This is an optimization exercise on Yosys and OpenROAD, whose aim is small area, a short achievable clock period and few clock cycles, not a production implementation.
Only simulation tests tie the RTL to the original design; equivalence was not proved.
Power is estimated from default activity; no workload was simulated.

$ cat config.mk
export PLATFORM = sky130hd
export DESIGN_NAME = msg_codec
export DESIGN_NICKNAME = msg_codec
export VERILOG_FILES = /design/flow/design.v
export SDC_FILE = /design/flow/constraint.sdc
export NUM_CORES = 4
export LEC_CHECK = 0
export ABC_CLOCK_PERIOD_IN_PS = 5000
export CAP_MARGIN = 20
export CORE_MARGIN = 2
export CORE_UTILIZATION = 25
export PLACE_DENSITY = 0.35
export SETUP_SLACK_MARGIN = 3.6
export SLEW_MARGIN = 20
$ cat constraint.sdc
create_clock -name core_clock -period 10.0 [get_ports {clk}]
set_input_delay 2.0000 -clock core_clock [delete_from_list [all_inputs] [get_ports {clk}]]
set_output_delay 2.0000 -clock core_clock [all_outputs]
set_load 0.01 [all_outputs]
$ cat design.v
module msg_codec #(
    parameter integer MSM     = 64,         
    parameter integer KEY_LEN = 1,          
    parameter [8*KEY_LEN-1:0] KEY = 8'h5A   
) (
    input  wire       clk,
    input  wire       rst,
    input  wire       wr_en,
    input  wire [6:0] addr,
    input  wire [7:0] wdata,
    output wire [7:0] rdata,
    input  wire       cmd_valid,
    input  wire       cmd_op,
    input  wire [7:0] cmd_len,
    output wire       cmd_ready,
    output reg        done,
    output reg        ok,
    output reg  [3:0] cerr,
    output reg  [7:0] result
);
    localparam integer BUF_CAP = 65;
    localparam [7:0]   KEYB    = KEY[7:0];
    localparam [3:0] CERR_NONE  = 4'd0;
    localparam [3:0] CERR_RANGE = 4'd2;
    localparam [3:0] CERR_CODEC = 4'd6;
    localparam [3:0] CERR_CRC   = 4'd7;
    localparam [2:0] S_IDLE   = 3'd0;
    localparam [2:0] S_WALK   = 3'd1;   
    localparam [2:0] S_REPLAY = 3'd2;   
    localparam [2:0] S_EXEC   = 3'd3;   
    localparam [2:0] S_FIN    = 3'd4;   
    function [7:0] add255(input [7:0] a, input [7:0] b);
        reg [8:0] t0, t1;
        begin
            t0 = {1'b0, a} + {1'b0, b};
            t1 = {1'b0, a} + {1'b0, b} + 9'd1;
            add255 = t1[8] ? t1[7:0] : t0[7:0];
        end
    endfunction
    function [7:0] add255_3(input [7:0] a, input [7:0] b, input [7:0] c);
        reg [7:0] sm, cy;
        begin
            sm = a ^ b ^ c;
            cy = (a & b) | (a & c) | (b & c);
            add255_3 = add255(sm, {cy[6:0], cy[7]});
        end
    endfunction
    reg [7:0]  buffer [0:BUF_CAP-1];
    reg [64:0] mask;           
    reg [2:0] state;
    reg       op_r;
    reg [6:0] len_r;
    reg [6:0] q;               
    reg       wv;              
    reg [6:0] wq;              
    reg [7:0] wc;              
    reg       tvalid;
    reg       tmode;           
    reg [6:0] tend;
    reg [7:0] s1, s2;
    reg [7:0] dcnt;            
    reg       dbad;            
    reg [6:0] lcp;             
    wire idle   = (state == S_IDLE);
    wire rotate = (state == S_REPLAY);
    assign cmd_ready = idle;
    reg [64:0] rsel;
    reg [7:0]  rd_or;
    integer r;
    always @(*) begin
        for (r = 0; r < 64; r = r + 1)
            rsel[r] = ~addr[6] & (addr[5:0] == r);
        rsel[64] = addr[6];
        rd_or = 8'd0;
        for (r = 0; r < BUF_CAP; r = r + 1)
            rd_or = rd_or | ({8{rsel[r]}} & buffer[r]);
    end
    assign rdata = rd_or;
    wire       hw    = idle & wr_en & (addr < BUF_CAP);
    wire       rp_ev = rotate & (wq < len_r) & (op_r | (wq >= 7'd2));
    wire       ev    = hw | rp_ev;
    wire [6:0] ea    = idle ? addr : wq;
    wire [7:0] ex    = idle ? wdata : buffer[0];
    wire       t_ext   = ev & tvalid & (ea == tend) & (ea != 7'd0);
    wire       t_rst_d = ev & (ea == 7'd0);
    wire       t_rst_e = ev & (ea == 7'd2) & ~(t_ext & tmode);
    wire       t_brk   = ev & (ea < tend);
    wire       is_code = (ea == 7'd0) | (dcnt == 8'd0);
    wire       t_acc   = t_ext & (~tmode | ((ea >= 7'd3) & ~dbad));
    wire [7:0] t_x     = (tmode & (dcnt == 8'd0)) ? 8'd0 : ex;
    wire [7:0] s1x     = add255(s1, t_x);
    wire [7:0] s2x     = add255_3(s2, s1, t_x);
    wire [7:0] s1r     = add255(KEYB, ex);
    wire [7:0] s2r     = add255(add255(KEYB, KEYB), ex);
    reg [64:0] sv, pre, oh;
    reg [6:0]  pidx;
    reg        pfound;
    integer j, k;
    always @(*) begin
        for (j = 0; j < BUF_CAP; j = j + 1)
            sv[j] = (buffer[j] == 8'd0) & (j > q) & (j <= tend);
        pre[0] = 1'b0;
        for (j = 1; j < BUF_CAP; j = j + 1)
            pre[j] = pre[j-1] | sv[j-1];
        for (j = 0; j < BUF_CAP; j = j + 1)
            oh[j] = sv[j] & ~pre[j];
        pfound = |sv;
        for (k = 0; k < 7; k = k + 1) begin
            pidx[k] = 1'b0;
            for (j = 0; j < BUF_CAP; j = j + 1)
                if ((j >> k) & 1) pidx[k] = pidx[k] | oh[j];
        end
    end
    wire acc    = idle & cmd_valid;
    wire acc_e  = acc & ~cmd_op;
    wire acc_d  = acc & cmd_op;
    wire e_rng  = (cmd_len < 8'd3) | (cmd_len > 8'd64);
    wire d_rng  = (cmd_len > 8'd65);
    wire d_zero = (cmd_len == 8'd0);
    wire t_hit  = tvalid & (cmd_len == {1'b0, tend});
    wire exec_e = (acc_e & ~e_rng & t_hit & ~tmode) | ((state == S_EXEC) & ~op_r);
    wire exec_d = (acc_d & ~d_rng & ~d_zero & t_hit & tmode) | ((state == S_EXEC) & op_r);
    wire to_rp  = (acc_e & ~e_rng & ~(t_hit & ~tmode)) |
                  (acc_d & ~d_rng & ~d_zero & ~(t_hit & tmode));
    wire       s1z = (s1 == 8'd0);
    wire       s2z = (s2 == 8'd0);
    wire [6:0] tend1 = tend + 7'd1;
    wire [6:0] fz1 = pfound ? pidx + 7'd1 : tend1;
    wire [6:0] code0 = s1z ? 7'd1 : s2z ? 7'd2 : fz1;
    wire       e_nozero = ~s1z & ~s2z & (fz1 == tend1);
    wire [6:0] qn = pfound ? pidx : tend1;
    wire       d_succ  = ~dbad & (dcnt == 8'd0);
    wire [6:0] d_w     = tend - 7'd1;
    wire [6:0] d_limit = d_succ ? d_w : lcp;
    wire [7:0] c0      = mask[1] ? 8'd0 : buffer[1];
    wire [7:0] c1      = mask[2] ? 8'd0 : buffer[2];
    wire       d_match = (c0 == s1) & (c1 == s2);
    wire       wp_en = hw | wv;
    wire [6:0] wp_a  = ea;
    wire [7:0] wp_d  = idle ? wdata : wc;
    reg [7:0] bnext [0:BUF_CAP-1];
    reg [7:0] rsrc, lsrc;
    reg       sp, sl, sld, sr, sh;
    always @(*) begin
        for (j = 0; j < BUF_CAP; j = j + 1) begin
            sp  = wp_en & (wp_a == j);
            sl  = rotate | (exec_d & (j < d_limit));
            sld = rotate | (exec_d & (j < d_limit) & ~mask[(j+1) % BUF_CAP]);
            sr  = exec_e & (j <= tend);
            sh  = ~(sp | sl | sr);
            lsrc = buffer[(j+1) % BUF_CAP];
            if (j == 0)
                rsrc = {1'b0, code0};
            else if (j == 1)
                rsrc = s1;
            else if (j == 2)
                rsrc = s2;
            else
                rsrc = buffer[j-1];
            bnext[j] = ({8{sh}} & buffer[j]) | ({8{sp}} & wp_d) |
                       ({8{sld}} & lsrc) | ({8{sr}} & rsrc);
        end
    end
    always @(posedge clk) begin
        for (j = 0; j < BUF_CAP; j = j + 1)
            buffer[j] <= bnext[j];
        for (j = 0; j < BUF_CAP; j = j + 1)
            if (ev && ea == j)
                mask[j] <= is_code;
    end
    always @(posedge clk) begin
        done <= 1'b0;
        if (rst) begin
            state  <= S_IDLE;
            q      <= 7'd1;
            wv     <= 1'b0;
            tvalid <= 1'b0;
            ok     <= 1'b0;
            cerr   <= CERR_NONE;
            result <= 8'd0;
        end else begin
            if (t_rst_d) begin
                tvalid <= 1'b1;
                tmode  <= 1'b1;
                tend   <= 7'd1;
                dcnt   <= ex - 8'd1;
                dbad   <= (ex == 8'd0);
                lcp    <= 7'd0;
                s1     <= KEYB;
                s2     <= KEYB;
            end else if (t_rst_e) begin
                tvalid <= 1'b1;
                tmode  <= 1'b0;
                tend   <= 7'd3;
                s1     <= s1r;
                s2     <= s2r;
            end else if (t_ext) begin
                tend <= tend + 7'd1;
                if (t_acc) begin
                    s1 <= s1x;
                    s2 <= s2x;
                end
                if (tmode && !dbad) begin
                    if (is_code) begin
                        lcp  <= ea;
                        dbad <= (ex == 8'd0);
                        dcnt <= ex - 8'd1;
                    end else begin
                        dcnt <= dcnt - 8'd1;
                    end
                end
            end else if (t_brk) begin
                tvalid <= 1'b0;
            end
            case (state)
            S_IDLE, S_EXEC: begin
                if (acc_e & e_rng) begin
                    done   <= 1'b1;
                    ok     <= 1'b0;
                    cerr   <= CERR_RANGE;
                    result <= 8'd0;
                end
                if (acc_d & d_rng) begin
                    done   <= 1'b1;
                    ok     <= 1'b0;
                    cerr   <= CERR_RANGE;
                    result <= 8'd0;
                end
                if (acc_d & ~d_rng & d_zero) begin
                    done   <= 1'b1;
                    ok     <= 1'b0;
                    cerr   <= CERR_CODEC;
                    result <= 8'd0;
                end
                if (to_rp) begin
                    state <= S_REPLAY;
                    op_r  <= cmd_op;
                    len_r <= cmd_len[6:0];
                    wq    <= 7'd0;
                    tvalid <= 1'b0;
                end
                if (exec_d) begin
                    tvalid <= 1'b0;
                    state  <= S_IDLE;
                    done   <= 1'b1;
                    if (!d_succ || d_w < 7'd3) begin
                        ok     <= 1'b0;
                        cerr   <= CERR_CODEC;
                        result <= 8'd0;
                    end else begin
                        ok     <= d_match;
                        cerr   <= d_match ? CERR_NONE : CERR_CRC;
                        result <= {1'b0, d_w};
                    end
                end
                if (exec_e) begin
                    tvalid <= 1'b0;
                    ok     <= 1'b1;
                    cerr   <= CERR_NONE;
                    result <= {1'b0, tend} + 8'd1;
                    if (e_nozero) begin
                        done  <= 1'b1;
                        state <= S_IDLE;
                    end else begin
                        q     <= code0;
                        state <= S_WALK;
                    end
                end
            end
            S_WALK: begin
                q  <= qn;
                wv <= 1'b1;
                wq <= q;
                wc <= {1'b0, qn - q};
                if (!pfound)
                    state <= S_FIN;
            end
            S_FIN: begin
                q     <= 7'd1;
                wv    <= 1'b0;
                done  <= 1'b1;
                state <= S_IDLE;
            end
            S_REPLAY: begin
                wq <= wq + 7'd1;
                if (wq == 7'd64)
                    state <= S_EXEC;
            end
            default: state <= S_IDLE;
            endcase
        end
    end
endmodule
$ cat run.sh
#!/bin/bash
# synth_recipe.tcl (not shown) runs the flow's synth.tcl, then flattens the netlist and writes it again
# the make line also repeats each setting of config.mk as NAME=value (left out here)
make -C /OpenROAD-flow-scripts/flow DESIGN_CONFIG=/design/flow/config.mk WORK_HOME=/design/flow/orfs CLKGATE_MAP_FILE= SYNTH_SCRIPT=/design/flow/synth_recipe.tcl finish
==> impl_metrics.json, run 1 <==
{
  "status": "no timing/DRC/antenna violations",
  "synth_most_common_cell": "nand2_1",
  "grtUsageTotal_pct": 42.9,
  "routed_wl_um": 360000,
  "synth_cell_types": 111,
  "drv_cap": 0,
  "hpwl_um": 278000,
  "ys.flop_type": "dfxtp_1",
  "cts_tree": "yes",
  "total_power_uw": 11600,
  "r2r_setup_slack_ns": 3.58,
  "whs_path_depth": 2,
  "crit_path_frequent_cell": "buf_4",
  "fmax_ghz": 0.150,
  "yosys_warnings": 3,
  "p_int_uw": 6200,
  "critPathMaxFanout": 8,
  "critPathMaxStageDelay_ns": 0.36,
  "drt_first_pass_iters": 17,
  "grt_pass1_vias": 44800,
  "clock_latency_ns": 0.75,
  "clkSinkCount": 672,
  "hp-class": "flop to flop",
  "drc": 0,
  "swShare_pct": 46.8,
  "rsz0062_at_grt": "yes",
  "async_flop_share_pct": 0,
  "vias": 49500,
  "clk_path_buf_depth": 3,
  "hold_buffers": 0,
  "syn_area_um2": 39400,
  "setup_viol": 0,
  "num_rows": 145,
  "drtIter0Drc": 10300,
  "grt_max_degree": 66,
  "root_buffer": "clkbuf_16",
  "num-fill-cells": 16900,
  "synth-seq-cells": 672,
  "initial_core_util_pct": 25.2,
  "clk_pin_slew_ns": 0.06,
  "area_delta_synth_final_pct": 24.2,
  "cp_slowest_cell": "nand4_1",
  "drive_above_1_share_pct": 14.6,
  "fin_tns_setup_ns": 0,
  "design_area_um2": 49000,
  "worstPathRequired_ns": 8.00,
  "synth_commonest_cells": "1224 x nand2_1, 545 x dfxtp_1, 530 x a222oi_1",
  "worst_slew_pin_slew_ns": 1.35,
  "maxSlewViolCount": 0,
  "postPlaceCellArea_um2": 43800,
  "relSlewSlack_pct": 9.62,
  "avgSynthCellArea_um2": 8.10,
  "period_needed_ns": 6.66,
  "finalNonFillerCells": 7281,
  "pwr_density_cell_nw_per_um2": 238,
  "numCtsBuffers": 87,
  "fin_skew_ns": 0.0313,
  "die_area_um2": 161000,
  "syn_inst": 4872,
  "yosysSeqAreaShare_pct": 37.3,
  "worstSetupPathType": "input port to primary output",
  "synth_edf_count": 127,
  "antenna_found_initial": 64,
  "synth_top_area_share_pct": 27.7,
  "synth_top_area_cell": "dfxtp_1",
  "worstPathCellList": "buf_6, nor2_2, nand3_2, nor2_1, buf_4, a221oi_2, nand4_1, nor4_2, buf_4, nand4_1, buf_4, buf_6",
  "netSwitchingPower_uw": 5440,
  "irDropWorstVdd_uv": 140,
  "nNetsFinal": 5222,
  "final_hold_viol_count": 0,
  "leakage_uw": 0.0194,
  "grt_overflow_total": 0,
  "critPathLaunchType": "input port",
  "clkPwrFrac_pct": 28.9,
  "wl_per_cell_um": 49.4,
  "end_kind": "primary output",
  "grt_pass1_wl_um": 461000,
  "pwr-share-seq_pct": 41.1,
  "fp.dieH_um": 401,
  "h-tree-depth": 3,
  "p_comb_share_pct": 30.0,
  "dp.cells": 6998,
  "die_w_um": 401,
  "finalWeightedCongestion": 1.10,
  "period_share_pct": 66.6,
  "ios": 51,
  "r2r.worst_path.cells": 18,
  "ant_nets": 0,
  "core_um2": 156000,
  "ys_top_cells_by_area": "dfxtp_1 28%, a222oi_1 13%, nand2_1 12%, edfxtp_1 9.7%, nor2_1 4.7%",
  "syn_nets": 4971,
  "worst_ep_arrival_time_ns": 4.66,
  "numPortBuffers": 49,
  "vias_per_cell": 6.80
}
worst max-delay path, delay by kind of cell:
kind,cells,cell delay (ns)
and+or+nand+nor,6,1.30
buffers and inverters,5,0.98
AOI/OAI and AO/OA,1,0.32
cell usage in the layout, fill, tap and decap left out, types with 101 or more instances in the layout:
master    synthesis  routed
dfxtp_1         545     543
nor2_1          499     444
nor3_1          110     101
a222oi_1        530     530
a22oi_1         124     121
buf_4             2     292
nand2_1        1224    1202
o21ai_0         116     115
edfxtp_1        127     127
nor4_1          160     132
a21oi_1         122     111
timing repair:
action | in CTS | in global routing
endpoints found under the setup margin | 44 | 71
gates cloned | 2 | 0
buffers inserted | 59 | 31
pin swaps | 48 | 31
resized for setup | 288 | 64
endpoints found under the hold margin | 0 | 0
state kept, by name, indices dropped and copies added, names as in the netlist, 3 cells and up:
signal	flops
q	7
wc	7
result	8
dcnt	8
buffer	520
mask	65
lcp	7
cerr	3
s2	8
state	3
tend	7
s1	8
len_r	7
wq	7
power by group through the flow:
stage	clock (µW)	combinational, µW	sequential (µW)
final	3360	3490	4790
after global placement	0	3220	4700
after floorplan	0	1710	3600
after detailed placement	0	3220	4670
after CTS	3400	3280	4630
after global routing	3480	3530	4660
cells by family after synthesis:
| kind of cell | count (synthesis) | share of synthesized area (%) |
|---|---|---|
| fa+ha+maj | 72 | 2.49 |
| compound gates | 1336 | 27.8 |
| simple gates | 2383 | 26.9 |
| flops | 672 | 37.3 |
| xor+xnor | 94 | 2.12 |
| mux | 14 | 0.355 |
| buf+inv | 300 | 3.03 |
| other cells | 1 | 0.00951 |
routing by layer:
layer | wire (µm) | track usage (%) | vias to the layer above
li1 | - | - | 19700
met1 | 145000 | 55.1 | 25200
met2 | 143000 | 60.0 | 3626
met3 | 42100 | 14.9 | 915
met4 | 29800 | 28.7 | 46
met5 | 321 | 0 | -
cell type report:
class,count,area (µm²),share of cell area [%]
clock buffers,137,2640,5.38
multi-input cells,3901,25000,51.1
diodes,26,65.1,0.133
flip-flops and latches,672,14700,30.1
inverters,71,267,0.544
repair buffers,390,3350,6.84
well taps,2058,2570,5.26
clock inverters,26,344,0.702
metrics by stage:
stage	setup WS, ns	hold WS (ns)	util (%)
floorplan	3.97	0.447	-
global placement	1.13	0.453	27.9
detailed placement	1.16	0.453	28.0
CTS	3.45	0.461	30.9
global route	3.34	0.495	31.3
finish	3.34	0.461	31.3
worst paths after layout:
path                                        start                 to
worst max register to register  q[6]$_SDFFE_PP0P_  q[0]$_SDFFE_PP1P_
worst min-delay path              ok$_SDFFE_PP0P_    ok$_SDFFE_PP0P_
worst max-delay path                      addr[0]           rdata[6]
worst min register to register    ok$_SDFFE_PP0P_    ok$_SDFFE_PP0P_
Testbench counts, summed over its fixed seeds: cycles 28,152.
==> run 2: changes to the inputs <==
--- a/design.v
+++ b/design.v
@@ -29,6 +29,7 @@
     localparam [2:0] S_REPLAY = 3'd2;   
     localparam [2:0] S_EXEC   = 3'd3;   
     localparam [2:0] S_FIN    = 3'd4;   
+    localparam [2:0] S_DFL    = 3'd5;   
     function [7:0] add255(input [7:0] a, input [7:0] b);
         reg [8:0] t0, t1;
         begin
@@ -58,7 +59,7 @@
     reg       tmode;           
     reg [6:0] tend;
     reg [7:0] s1, s2;
-    reg [7:0] dcnt;            
+    reg [6:0] dcnt;            
     reg       dbad;            
     reg [6:0] lcp;             
     wire idle   = (state == S_IDLE);
@@ -85,9 +86,9 @@
     wire       t_rst_d = ev & (ea == 7'd0);
     wire       t_rst_e = ev & (ea == 7'd2) & ~(t_ext & tmode);
     wire       t_brk   = ev & (ea < tend);
-    wire       is_code = (ea == 7'd0) | (dcnt == 8'd0);
+    wire       is_code = (ea == 7'd0) | (dcnt == 7'd0);
     wire       t_acc   = t_ext & (~tmode | ((ea >= 7'd3) & ~dbad));
-    wire [7:0] t_x     = (tmode & (dcnt == 8'd0)) ? 8'd0 : ex;
+    wire [7:0] t_x     = (tmode & (dcnt == 7'd0)) ? 8'd0 : ex;
     wire [7:0] s1x     = add255(s1, t_x);
     wire [7:0] s2x     = add255_3(s2, s1, t_x);
     wire [7:0] s1r     = add255(KEYB, ex);
@@ -125,13 +126,12 @@
     wire       s1z = (s1 == 8'd0);
     wire       s2z = (s2 == 8'd0);
     wire [6:0] tend1 = tend + 7'd1;
-    wire [6:0] fz1 = pfound ? pidx + 7'd1 : tend1;
-    wire [6:0] code0 = s1z ? 7'd1 : s2z ? 7'd2 : fz1;
-    wire       e_nozero = ~s1z & ~s2z & (fz1 == tend1);
+    wire [6:0] code0 = s1z ? 7'd1 : s2z ? 7'd2 : dbad ? lcp + 7'd1 : tend1;
+    wire       e_nozero = ~s1z & ~s2z & ~dbad;
     wire [6:0] qn = pfound ? pidx : tend1;
-    wire       d_succ  = ~dbad & (dcnt == 8'd0);
+    wire       d_succ  = ~dbad & (dcnt == 7'd0);
     wire [6:0] d_w     = tend - 7'd1;
-    wire [6:0] d_limit = d_succ ? d_w : lcp;
+    wire       dshift  = (exec_d & d_succ) | (state == S_DFL);
     wire [7:0] c0      = mask[1] ? 8'd0 : buffer[1];
     wire [7:0] c1      = mask[2] ? 8'd0 : buffer[2];
     wire       d_match = (c0 == s1) & (c1 == s2);
@@ -144,8 +144,8 @@
     always @(*) begin
         for (j = 0; j < BUF_CAP; j = j + 1) begin
             sp  = wp_en & (wp_a == j);
-            sl  = rotate | (exec_d & (j < d_limit));
-            sld = rotate | (exec_d & (j < d_limit) & ~mask[(j+1) % BUF_CAP]);
+            sl  = rotate | (dshift & (j + 2 <= tend));
+            sld = rotate | (dshift & (j + 2 <= tend) & ~mask[(j+1) % BUF_CAP]);
             sr  = exec_e & (j <= tend);
             sh  = ~(sp | sl | sr);
             lsrc = buffer[(j+1) % BUF_CAP];
@@ -183,7 +183,7 @@
                 tvalid <= 1'b1;
                 tmode  <= 1'b1;
                 tend   <= 7'd1;
-                dcnt   <= ex - 8'd1;
+                dcnt   <= ex[7] ? 7'h7F : ex[6:0] - 7'd1;
                 dbad   <= (ex == 8'd0);
                 lcp    <= 7'd0;
                 s1     <= KEYB;
@@ -194,19 +194,25 @@
                 tend   <= 7'd3;
                 s1     <= s1r;
                 s2     <= s2r;
+                dbad   <= (ex == 8'd0);
+                lcp    <= 7'd2;
             end else if (t_ext) begin
                 tend <= tend + 7'd1;
                 if (t_acc) begin
                     s1 <= s1x;
                     s2 <= s2x;
                 end
+                if (!tmode && !dbad && ex == 8'd0) begin
+                    dbad <= 1'b1;
+                    lcp  <= ea;
+                end
                 if (tmode && !dbad) begin
                     if (is_code) begin
                         lcp  <= ea;
                         dbad <= (ex == 8'd0);
-                        dcnt <= ex - 8'd1;
+                        dcnt <= ex[7] ? 7'h7F : ex[6:0] - 7'd1;
                     end else begin
-                        dcnt <= dcnt - 8'd1;
+                        dcnt <= dcnt - 7'd1;
                     end
                 end
             end else if (t_brk) begin
@@ -243,7 +249,11 @@
                     tvalid <= 1'b0;
                     state  <= S_IDLE;
                     done   <= 1'b1;
-                    if (!d_succ || d_w < 7'd3) begin
+                    if (!d_succ) begin
+                        tend  <= lcp + 7'd1;
+                        state <= S_DFL;
+                        done  <= 1'b0;
+                    end else if (d_w < 7'd3) begin
                         ok     <= 1'b0;
                         cerr   <= CERR_CODEC;
                         result <= 8'd0;
@@ -275,6 +285,13 @@
                 if (!pfound)
                     state <= S_FIN;
             end
+            S_DFL: begin
+                done   <= 1'b1;
+                ok     <= 1'b0;
+                cerr   <= CERR_CODEC;
+                result <= 8'd0;
+                state  <= S_IDLE;
+            end
             S_FIN: begin
                 q     <= 7'd1;
                 wv    <= 1'b0;
--- a/config.mk
+++ b/config.mk
@@ -5,10 +5,11 @@
 export SDC_FILE = /design/flow/constraint.sdc
 export NUM_CORES = 4
 export LEC_CHECK = 0
-export ABC_CLOCK_PERIOD_IN_PS = 5000
 export CAP_MARGIN = 20
 export CORE_MARGIN = 2
 export CORE_UTILIZATION = 25
+export CTS_CLUSTER_DIAMETER = 80
+export CTS_CLUSTER_SIZE = 30
 export PLACE_DENSITY = 0.35
 export SETUP_SLACK_MARGIN = 3.6
 export SLEW_MARGIN = 20
==> run 2 against run 1 <==
Against the previous run: largest power group unchanged; setup slack better by 0.093 ns; still clean on timing, DRC and antenna; global-route usage down 3.6 points; synthesized cell count down 1.2%.
==> impl_metrics.json, run 2 <==
{
  "fmax_ghz": 0.152,
  "critPathMaxStageDelay_ns": 1.07,
  "syn_inst": 4815,
  "yosys_warnings": 3,
  "layout_common_cells": "1171 x nand2_1, 545 x dfxtp_1, 520 x a222oi_1, 447 x nor2_1, 220 x buf_4",
  "syn_nets": 4914,
  "r2r_start": "tend[0]$_DFFE_PN_",
  "numPortBuffers": 50,
  "fin_tns_setup_ns": 0,
  "numCtsBuffers": 61,
  "leakage_uw": 0.0185,
  "nNetsFinal": 5057,
  "final_common_cell": "nand2_1",
  "ant_nets": 0,
  "drt_first_pass_iters": 13,
  "end_kind": "flop",
  "drc": 0,
  "critPathLaunchType": "flop",
  "seqCellArea_um2": 14700,
  "async_flop_share_pct": 0,
  "top_usage_layer": "met2",
  "worstPathRequired_ns": 10.46,
  "grt_pass1_wl_um": 434000,
  "clock_latency_ns": 0.77,
  "initial_core_util_pct": 25.1,
  "grtUsageTotal_pct": 39.2,
  "fp.dieH_um": 405,
  "vias": 48300,
  "hp-start": "cerr[1]$_SDFFE_PP0P_",
  "period_share_pct": 65.6,
  "r2r.worst_path.cells": 20,
  "routed_wl_um": 335000,
  "num-fill-cells": 17400,
  "num_rows": 147,
  "die_area_um2": 164000,
  "core_um2": 160000,
  "die_w_um": 405,
  "syn_area_um2": 40300,
  "total_power_uw": 11700,
  "synth_top_area_share_pct": 27.1,
  "period_needed_ns": 6.56,
  "root_buffer": "clkbuf_16",
  "synth_cell_types": 117,
  "maxSlewViolCount": 0,
  "hpwl_um": 256000,
  "place_ws_ns": 1.33,
  "rsz0062_at_grt": "yes",
  "timing.hold.ws_ns": 0.466,
  "largestRegisters": "buffer (520), mask (65)",
  "synth_top_area_cell": "dfxtp_1",
  "ios": 51,
  "setup_viol": 0,
  "wl_per_cell_um": 46.6,
  "hold_end": "cerr[1]$_SDFFE_PP0P_",
  "r2r_end": "wc[6]$_DFFE_PP_",
  "hp-class": "flop to flop",
  "synth_edf_count": 126,
  "worst_ep_arrival_time_ns": 7.03,
  "cts_tree": "yes",
  "drtIter0Drc": 9931,
  "r2r_setup_slack_ns": 3.44,
  "pwr_density_cell_nw_per_um2": 243,
  "grt_use_met1_pct": 51.8,
  "worstSetupPathType": "flop to flop",
  "grt_pass1_vias": 43800,
  "fin_skew_ns": 0.0704,
  "relSlewSlack_pct": 9.08,
  "grt_overflow_total": 0,
  "area_delta_synth_final_pct": 19.0,
  "worstPathCellList": "buf_4, ha_1, ha_1, or2_2, a21oi_1, nor3_1, nor2_1, nand3_1, nor4b_4, nand2_1, o311a_1, a31o_1, fa_1, nor2b_1, o21ai_0, nand2b_1, a21o_1, a21oi_1, xnor2_1, xnor2_1",
  "irDropWorstVdd_uv": 183,
  "gr-usage-met3_pct": 9.13,
  "antenna_found_initial": 61,
  "worst_slew_pin_slew_ns": 1.36,
  "max_flop_register": "buffer",
  "multiInputGateArea_um2": 25400,
  "drv_cap": 0,
  "whs_path_depth": 1,
  "clkSinkCount": 672,
  "ys_top_cells_by_area": "dfxtp_1 27%, a222oi_1 13%, nand2_1 11%, edfxtp_1 9.4%, nor2_1 4.5%",
  "avgSynthCellArea_um2": 8.37,
  "yosysSeqAreaShare_pct": 36.5,
  "status": "no timing/DRC/antenna violations",
  "clk_pin_slew_ns": 0.07,
  "h-tree-depth": 2,
  "final_hold_viol_count": 0,
  "fin_ws_ns": 3.44,
  "synth-seq-cells": 672,
  "critPathMaxFanout": 28,
  "met2_usage_pct": 57.2,
  "largest_reg_flops": 520,
  "ys.flop_type": "dfxtp_1",
  "synth_most_common_cell": "nand2_1",
  "clk_path_buf_depth": 3,
  "drive_above_1_share_pct": 13.9,
  "vias_per_cell": 6.70,
  "synth_commonest_cells": "1190 x nand2_1, 546 x dfxtp_1, 520 x a222oi_1",
  "grt_max_degree": 66,
  "hold_buffers": 0,
  "finalWeightedCongestion": 1.11,
  "cp_slowest_cell": "a21oi_1"
}
run 2: cell types whose count changed after synthesis, moves of 30 or more:
cell | previous run | this run
clkbuf_1 | 177 | 137
nor4_2 | 1 | 60
nor3_1 | 110 | 80
o21ai_0 | 116 | 83
o31ai_1 | 15 | 57
o21ai_1 | 59 | 8
nand2_1 | 1224 | 1190
run 2: per-layer routing:
layer / share of wire (%) / up-vias
li1: - / 19500
met3: 10 / 828
met4: 7.8 / 18
met5: 0.033 / -
met2: 41 / 3480
met1: 41 / 24400
run 2: per-stage QoR:
step	area, µm²	std cells	util (%)
after global routing	47900	7175	29.9
after detailed placement	43900	6963	27.4
final	48000	7202	29.9
after floorplan	40300	4815	-
after CTS	47300	7127	29.5
after global placement	43900	6963	27.4
run 2: area by class of cell:
type / instances / area share [%]
inverter: 62 / 0.485
clock buffer: 72 / 3.49
timing repair buffer: 300 / 5.38
sequential: 672 / 30.7
tap: 2160 / 5.64
clock inverter: 44 / 1.10
antenna: 31 / 0.162
multi-input combinational: 3861 / 53.1
run 2: cells by family after synthesis:
logic type	Yosys count	share of synthesized area, %
xor gates and xnor gates	96	2.09
AOI/OAI and AO/OA	1324	28.1
buffers and inverters	284	3.07
DFF	672	36.5
muxes	23	0.621
and+or+nand+nor	2344	27.2
adders and majority gates	72	2.43
run 2: worst max-delay path by stage:
stage	end	cells past startpoint	startpoint
5_1_grt	rdata[5]	11	addr[4]
2_1_floorplan	s2[3]$_SDFFCE_PP1P_	16	wdata[1]
3_5_place_dp	rdata[2]	9	addr[6]
3_3_place_gp	rdata[2]	9	addr[6]
4_1_cts	rdata[5]	11	addr[5]
6_report	wc[6]$_DFFE_PP_	20	tend[0]$_DFFE_PN_
run 2: power by group:
group | internal, µW | switching, µW | leakage (µW) | total (µW)
logic | 1220 | 2470 | 0.0119 | 3690
clock network | 1280 | 1420 | 0.00106 | 2700
registers | 3270 | 2000 | 0.00559 | 5260
run 2: worst max-delay path, delay by kind of cell (launching register included):
family | cells | cell delay (ns)
buffers and inverters | 1 | 0.29
XOR/XNOR | 2 | 0.52
adder cells (fa/ha/maj) | 3 | 1.10
flip-flops | 1 | 0.40
AND/OR/NAND/NOR | 8 | 2.11
AO/OA/AOI/OAI | 6 | 1.93
run 2: repair_timing:
action                     4_1_cts  5_1_grt
hold endpoints to repair         0        0
cloned                           0        2
setup endpoints to repair       76       56
resized for setup              235       44
buffers inserted                48       41
pin swaps                       47       33
Testbench counts of run 2, summed over its fixed seeds: cycles 28,152.
==> run 3: changes to the inputs <==
--- a/config.mk
+++ b/config.mk
@@ -7,9 +7,9 @@
 export LEC_CHECK = 0
 export CAP_MARGIN = 20
 export CORE_MARGIN = 2
-export CORE_UTILIZATION = 25
+export CORE_UTILIZATION = 35
 export CTS_CLUSTER_DIAMETER = 80
 export CTS_CLUSTER_SIZE = 30
-export PLACE_DENSITY = 0.35
-export SETUP_SLACK_MARGIN = 3.6
+export PLACE_DENSITY = 0.5
+export SETUP_SLACK_MARGIN = 3.5
 export SLEW_MARGIN = 20
==> run 3 against run 2 <==
Against the previous run: synthesized area unchanged; cell count down 10%; design area down 4.0%; sequential share of layout area up 1.3 points; sequential power about the same; clock skew up 0.0091 ns; combinational power down 4%; first-iteration DRC count up 5.9%; sequential cell count unchanged; count of clock-buffer cells in the layout down 27; highest routed layer unchanged.
==> impl_metrics.json, run 3 <==
{
  "end_kind": "primary output",
  "worst_slew_pin_slew_ns": 1.37,
  "critPathMaxFanout": 7,
  "grt_overflow_total": 0,
  "ys_top_cells_by_area": "dfxtp_1 27%, a222oi_1 13%, nand2_1 11%, edfxtp_1 9.4%, nor2_1 4.5%",
  "largestRegisters": "buffer (520), mask (65)",
  "worstSetupPathType": "input port to primary output",
  "period_share_pct": 65.6,
  "max_flop_register": "buffer",
  "relSlewSlack_pct": 8.48,
  "cts_tree": "yes",
  "leakage_uw": 0.0179,
  "final_hold_viol_count": 0,
  "drt-met1-wl_um": 113000,
  "largest_reg_flops": 520,
  "async_flop_share_pct": 0,
  "synth_top_area_share_pct": 27.1,
  "synth_edf_count": 126,
  "status": "no timing/DRC/antenna violations",
  "hp-start": "cerr[3]$_SDFFE_PP0P_",
  "grtUsageTotal_pct": 50.0,
  "vias_per_cell": 7.53,
  "root_buffer": "clkbuf_16",
  "fp.dieH_um": 343,
  "wl_per_cell_um": 47.3,
  "timing.hold.ws_ns": 0.468,
  "h-tree-depth": 2,
  "dr_wl_met3_um": 43100,
  "hp-class": "flop to flop",
  "initial_core_util_pct": 35.3,
  "multiInputGateArea_um2": 25500,
  "final_common_cell": "nand2_1",
  "wl_met2_um": 121000,
  "synth-seq-cells": 672,
  "num-fill-cells": 11800,
  "p_comb_share_pct": 32.1,
  "clk_path_buf_depth": 3,
  "syn_area_um2": 40300,
  "clk_pin_slew_ns": 0.09,
  "clkPwrFrac_pct": 20.5,
  "drv_cap": 0,
  "avgSynthCellArea_um2": 8.37,
  "area_delta_synth_final_pct": 14.3,
  "setup_viol": 0,
  "drtIter0Drc": 10500,
  "ant_nets": 0,
  "syn_inst": 4815,
  "worstPathRequired_ns": 8.00,
  "synth_commonest_cells": "1190 x nand2_1, 546 x dfxtp_1, 520 x a222oi_1",
  "worst_ep_arrival_time_ns": 4.56,
  "fin_skew_ns": 0.0795,
  "highest_layer": "met5",
  "drive_above_1_share_pct": 12.4,
  "r2r_start": "tend[6]$_DFFE_PN_",
  "seqCellArea_um2": 14700,
  "pwr_density_cell_nw_per_um2": 240,
  "numCtsBuffers": 43,
  "hpwl_um": 234000,
  "synth_most_common_cell": "nand2_1",
  "ys.flop_type": "dfxtp_1",
  "layout_common_cells": "1171 x nand2_1, 545 x dfxtp_1, 520 x a222oi_1, 438 x nor2_1, 159 x buf_4",
  "ios": 51,
  "swShare_pct": 51.4,
  "die_w_um": 343,
  "antenna_found_initial": 50,
  "grt_pass1_vias": 43100,
  "numPortBuffers": 50,
  "routed_wl_um": 305000,
  "finalWeightedCongestion": 1.14,
  "fin_tns_setup_ns": 0,
  "grt_max_degree": 115,
  "netSwitchingPower_uw": 5680,
  "grt_pass1_wl_um": 400000,
  "vias": 48600,
  "critPathLaunchType": "input port",
  "die_area_um2": 118000,
  "startpoint": "addr[6]",
  "p_int_uw": 5380,
  "synth_top_area_cell": "dfxtp_1",
  "rsz0062_at_grt": "yes",
  "maxSlewViolCount": 0,
  "clock_latency_ns": 0.76,
  "core_um2": 114000,
  "pwr-share-seq_pct": 47.4,
  "synth_cell_types": 117,
  "yosys_warnings": 3,
  "num_rows": 124,
  "period_needed_ns": 6.56,
  "yosysSeqAreaShare_pct": 36.5,
  "nNetsFinal": 4971,
  "syn_nets": 4914,
  "clkSinkCount": 672,
  "irDropWorstVdd_uv": 191,
  "fmax_ghz": 0.152,
  "drc": 0,
  "drt_first_pass_iters": 17
}
## run 3: cell count changes in the layout (fill, tap and decap cells not counted), moves of 5 or more
cell        before  now
clkbuf_1         5    0
nor4_2          64   71
nor2_1         447  438
clkinvlp_4       5    0
buf_4          220  159
clkbuf_16       65   45
nor4_1         135  127
buf_8            5    0
nor2_4          18   23
inv_16           1    7
nand2_2          7   13
## run 3: area by class of cell
| cell class | count | area share (%) |
|---|---|---|
| Timing Repair Buffer | 234 | 4.38 |
| Multi-Input combinational cell | 3859 | 55.3 |
| Clock inverter | 35 | 1.15 |
| Sequential cell | 672 | 32.0 |
| Tap cell | 1512 | 4.11 |
| Inverter | 62 | 0.505 |
| Clock buffer | 45 | 2.45 |
| Antenna cell | 33 | 0.179 |
## run 3: what timing repair did
item,in CTS,in global routing
setup buffers,35,21
hold buffers,0,0
endpoints found under the setup margin,26,35
pin swaps,36,22
resized for setup,222,35
## run 3: path summary, 6_finish.rpt
path	endpoint	slack, ns	depth (start not counted)
setup reg to reg	wc[6]$_DFFE_PP_	3.47	18
hold reg to reg	cerr[3]$_SDFFE_PP0P_	0.47	2
hold / removal	cerr[3]$_SDFFE_PP0P_	0.47	2
setup / recovery	rdata[3]	3.44	11
## run 3: metrics by stage
| step | std cells | setup slack [ns] | total power (µW) | utilization [%] | instance area [µm²] |
|---|---|---|---|---|---|
| after floorplan | 4815 | 4.11 | 5820 | - | 40300 |
| after global placement | 6281 | 1.64 | 8330 | 37.5 | 42800 |
| after detailed placement | 6281 | 1.75 | 8320 | 37.5 | 42800 |
| after CTS | 6396 | 3.50 | 10500 | 39.9 | 45600 |
| after global routing | 6422 | 3.42 | 11000 | 40.3 | 46000 |
| final | 6452 | 3.44 | 11100 | 40.3 | 46000 |
## run 3: cell families (layout without fill, tap and decap cells)
| kind of cell | after synthesis | count (layout) | synth area share, % |
|---|---|---|---|
| fa+ha+maj | 72 | 72 | 2.43 |
| flops | 672 | 672 | 36.5 |
| buf+inv | 284 | 376 | 3.07 |
| mux | 23 | 23 | 0.621 |
| compound gates | 1324 | 1324 | 28.1 |
| simple gates | 2344 | 2344 | 27.2 |
| xor+xnor | 96 | 96 | 2.09 |
| other cells | 0 | 33 | 0 |
## run 3: power groups by stage
stage / Combinational (µW) / Sequential, µW / Clock (µW)
after floorplan: 2050 / 3770 / 0
after global placement: 3250 / 5080 / 0
after detailed placement: 3260 / 5060 / 0
after CTS: 3310 / 5010 / 2230
after global routing: 3640 / 5070 / 2330
final: 3560 / 5250 / 2270
## run 3: worst max-delay path, cell delays in order
cell and delay [ns]:
buf_2 0.10, buf_12 0.12, nand3b_1 0.16, buf_6 0.15
buf_4 0.15, nor2_2 0.12, a22oi_1 0.56, nand4_1 0.30
nor4_4 0.42, nand4_1 0.24, buf_2 0.22
## run 3: per-layer routing
metal / global-route usage [%] / vias up
met3: 20.1 / 1101
met4: 34.8 / 34
li1: - / 19300
met1: 61.7 / 23900
met5: 0 / -
met2: 70.7 / 4334
==> run 4: changes to the inputs <==
--- a/design.v
+++ b/design.v
@@ -54,7 +54,6 @@
     reg [6:0] q;               
     reg       wv;              
     reg [6:0] wq;              
-    reg [7:0] wc;              
     reg       tvalid;
     reg       tmode;           
     reg [6:0] tend;
@@ -137,7 +136,7 @@
     wire       d_match = (c0 == s1) & (c1 == s2);
     wire       wp_en = hw | wv;
     wire [6:0] wp_a  = ea;
-    wire [7:0] wp_d  = idle ? wdata : wc;
+    wire [7:0] wp_d  = idle ? wdata : {1'b0, q - wq};
     reg [7:0] bnext [0:BUF_CAP-1];
     reg [7:0] rsrc, lsrc;
     reg       sp, sl, sld, sr, sh;
@@ -281,7 +280,6 @@
                 q  <= qn;
                 wv <= 1'b1;
                 wq <= q;
-                wc <= {1'b0, qn - q};
                 if (!pfound)
                     state <= S_FIN;
             end
--- a/config.mk
+++ b/config.mk
@@ -7,9 +7,9 @@
 export LEC_CHECK = 0
 export CAP_MARGIN = 20
 export CORE_MARGIN = 2
-export CORE_UTILIZATION = 35
+export CORE_UTILIZATION = 25
 export CTS_CLUSTER_DIAMETER = 80
 export CTS_CLUSTER_SIZE = 30
-export PLACE_DENSITY = 0.5
+export PLACE_DENSITY = 0.35
 export SETUP_SLACK_MARGIN = 3.5
 export SLEW_MARGIN = 20
==> run 4 against run 3 <==
Against the previous run: via count is 1.7% lower; worst hold slack got worse by 0.020 ns; critical path depth is the same; sequential share of layout area decreased by 0.66 points; utilization fell by 11 points; clock skew decreased by 0.012 ns; first-iteration DRC count down 21%; register-to-register slack better by 0.16 ns; critical path type unchanged; largest power group unchanged.
==> impl_metrics.json, run 4 <==
{
  "status": "no timing/DRC/antenna violations",
  "setup_viol": 0,
  "avgSynthCellArea_um2": 8.24,
  "fmax_ghz": 0.151,
  "critPathMaxStageDelay_ns": 0.46,
  "clk_path_buf_depth": 3,
  "grt_overflow_total": 0,
  "ys_top_cells_by_area": "dfxtp_1 28%, a222oi_1 13%, nand2_1 11%, edfxtp_1 9.1%, nor2_1 4.5%",
  "final_common_cell": "nand2_1",
  "p_comb_share_pct": 29.1,
  "critPathMaxFanout": 9,
  "syn_nets": 4871,
  "numPortBuffers": 50,
  "root_buffer": "clkbuf_16",
  "synth_top_area_cell": "dfxtp_1",
  "postPlaceCellArea_um2": 43200,
  "end_kind": "primary output",
  "irDropWorstVdd_uv": 179,
  "syn_area_um2": 39300,
  "antenna_found_initial": 62,
  "max_flop_register": "buffer",
  "clkSinkCount": 665,
  "initial_core_util_pct": 25.2,
  "vias_per_cell": 6.80,
  "worstPathRequired_ns": 8.00,
  "fin_skew_ns": 0.0680,
  "synth_commonest_cells": "1171 x nand2_1, 546 x dfxtp_1, 512 x a222oi_1",
  "area_delta_synth_final_pct": 17.9,
  "p_int_uw": 5470,
  "drt_first_pass_iters": 15,
  "ios": 51,
  "largest_reg_flops": 520,
  "cp_slowest_cell": "a221oi_4",
  "fin_tns_setup_ns": 0,
  "grt_pass1_vias": 43100,
  "wl_per_cell_um": 48.8,
  "grt_pass1_wl_um": 444000,
  "hp-class": "flop to flop",
  "core_um2": 156000,
  "numCtsBuffers": 57,
  "final_hold_viol_count": 0,
  "nNetsFinal": 4986,
  "synth_most_common_cell": "nand2_1",
  "critPathLaunchType": "input port",
  "netSwitchingPower_uw": 5710,
  "fin_util_pct": 29.7,
  "drc": 0,
  "routed_wl_um": 343000,
  "largestRegisters": "buffer (520), mask (65)",
  "num_rows": 145,
  "rsz0062_at_grt": "yes",
  "critical-path-top-delay-family": "simple AND/OR/NAND/NOR gates",
  "pwr_density_cell_nw_per_um2": 241,
  "hpwl_um": 268000,
  "relSlewSlack_pct": 16.0,
  "total_power_uw": 11200,
  "drive_above_1_share_pct": 11.9,
  "grtUsageTotal_pct": 41.0,
  "yosysSeqAreaShare_pct": 36.9,
  "crit_buf_inv": 4,
  "period_needed_ns": 6.61,
  "drv_cap": 0,
  "worst_ep_arrival_time_ns": 4.61,
  "synth_top_area_share_pct": 27.8,
  "ant_nets": 0,
  "die_area_um2": 160000,
  "async_flop_share_pct": 0,
  "worstSetupPathType": "input port to primary output",
  "swShare_pct": 51.1,
  "period_share_pct": 66.1,
  "cts_tree": "yes",
  "worst_slew_pin_slew_ns": 1.25,
  "yosys_warnings": 3,
  "leakage_uw": 0.0181,
  "synth-seq-cells": 665,
  "ys.flop_type": "dfxtp_1",
  "die_w_um": 401,
  "design_area_um2": 46400,
  "clkPwrFrac_pct": 23.4,
  "timing.hold.ws_ns": 0.449,
  "vias": 47800,
  "clk_pin_slew_ns": 0.07,
  "finalWeightedCongestion": 1.06,
  "syn_inst": 4772,
  "fp.dieH_um": 401,
  "clock_latency_ns": 0.76,
  "h-tree-depth": 2,
  "grt_max_degree": 61,
  "synth_cell_types": 93,
  "pwr-share-seq_pct": 47.4,
  "synth_edf_count": 119,
  "worstPathCellList": "buf_6, nor2_2, nand3_2, buf_4, nor2_1, buf_4, a221oi_4, nand4_1, nor4_2, nand4_1, buf_2",
  "layout_common_cells": "1154 x nand2_1, 544 x dfxtp_1, 512 x a222oi_1, 429 x nor2_1, 207 x buf_4",
  "drtIter0Drc": 8345,
  "maxSlewViolCount": 0
}
run 4: changes by cell type after synthesis, moves of 16 or more:
cell	change
a21o_1	+16
buf_1	+17
or4_1	+19
clkbuf_1	+28
nor2_1	-20
buf_2	-33
a21oi_1	+22
nand2_1	-19
run 4: repair_timing:
action                     in CTS  in global routing
buffers inserted               14                 12
setup endpoints to repair      10                 20
cloned                          1                  0
pin swaps                      35                 25
resized for setup             177                 41
hold endpoints to repair        0                  0
hold buffers                    0                  0
run 4: kinds of logic after synthesis:
logic type / count (synthesis) / share of synthesized area [%]
mux: 24 / 0.649
xor+xnor: 87 / 1.94
flops: 665 / 36.9
fa+ha+maj: 72 / 2.50
simple gates: 2289 / 26.8
buf+inv: 289 / 2.86
compound gates: 1346 / 28.4
run 4: final cells by class:
type                            instances  area [µm²]
Multi-Input combinational cell       3819       24600
Clock buffer                           60        1460
Timing Repair Buffer                  274        2260
Sequential cell                       665       14500
Clock inverter                         48         642
Antenna cell                           38        95.1
Fill cell                           17000      110000
Tap cell                             2058        2570
Inverter                               70         263
run 4: final timing paths:
check                                             to  slack, ns  cells after the start                  from
worst max register to register     q[0]$_SDFFE_PP1P_       3.63                     13     tend[0]$_DFFE_PN_
worst min register to register  cerr[3]$_SDFFE_PP0P_       0.45                      2  cerr[3]$_SDFFE_PP0P_
worst max-delay path                        rdata[6]       3.39                     11               addr[2]
worst min-delay path            cerr[3]$_SDFFE_PP0P_       0.45                      2  cerr[3]$_SDFFE_PP0P_
run 4: routing by layer:
layer,track usage (%),wire (µm),vias to the layer above
met5,0,242,-
met4,25.2,25000,34
met3,10.8,33200,753
met2,59.7,142000,3163
met1,53.8,143000,24600
li1,-,-,19300
run 4: power groups by stage:
stage / clock network, µW / registers, µW / logic [µW]
2_1_floorplan: 0 / 3740 / 1790
3_3_place_gp: 0 / 5210 / 3110
3_5_place_dp: 0 / 5180 / 3090
4_1_cts: 2660 / 5130 / 3110
5_1_grt: 2740 / 5150 / 3350
6_report: 2620 / 5300 / 3260
run 4: through the flow:
stage	setup WS, ns	cells
final	3.39	7032
after detailed placement	1.60	6858
after global placement	1.54	6858
after global routing	3.40	6998
after floorplan	3.84	4772
after CTS	3.48	6981
run 4: worst min-delay path: cells and delay by family, from the launching register on:
family | cells | cell delay, ns
flip-flops | 1 | 0.31
AND/OR/NAND/NOR | 2 | 0.10
Testbench counts of run 4, summed over its fixed seeds: cycles 28,152.

-- re-timing with driven ports --
Ports are ideal in the flow. The routed layouts listed here were re-timed in OpenROAD. Step 1 (the two cells are an assumption about what drives the block):
set clk [get_ports {clk}]
set_driving_cell -lib_cell sky130_fd_sc_hd__clkbuf_16 $clk
set_driving_cell -lib_cell sky130_fd_sc_hd__buf_2 [delete_from_list [all_inputs] $clk]
Step 2 also shifts input and output timing later by t, the mid clock arrival at the registers, as if the neighbouring blocks saw the same clock. Slacks: no drivers / after step 1 / after step 2; pairs: no drivers / after step 1.
run	t, ns	setup WS [ns]	worst setup path at the end
run 1	0.822	3.342 / 3.258 / 3.080	input to register
run 2	0.823	3.435 / 3.365 / 3.149	input to register
run 3	0.802	3.440 / 3.418 / 3.091	input to register
run 4	0.822	3.385 / 3.235 / 2.923	input to register
After both steps setup and hold are still met in every run listed. The setup slack of run 4, which loses most, moves by -0.150 ns with the drivers and by -0.462 ns with both steps.
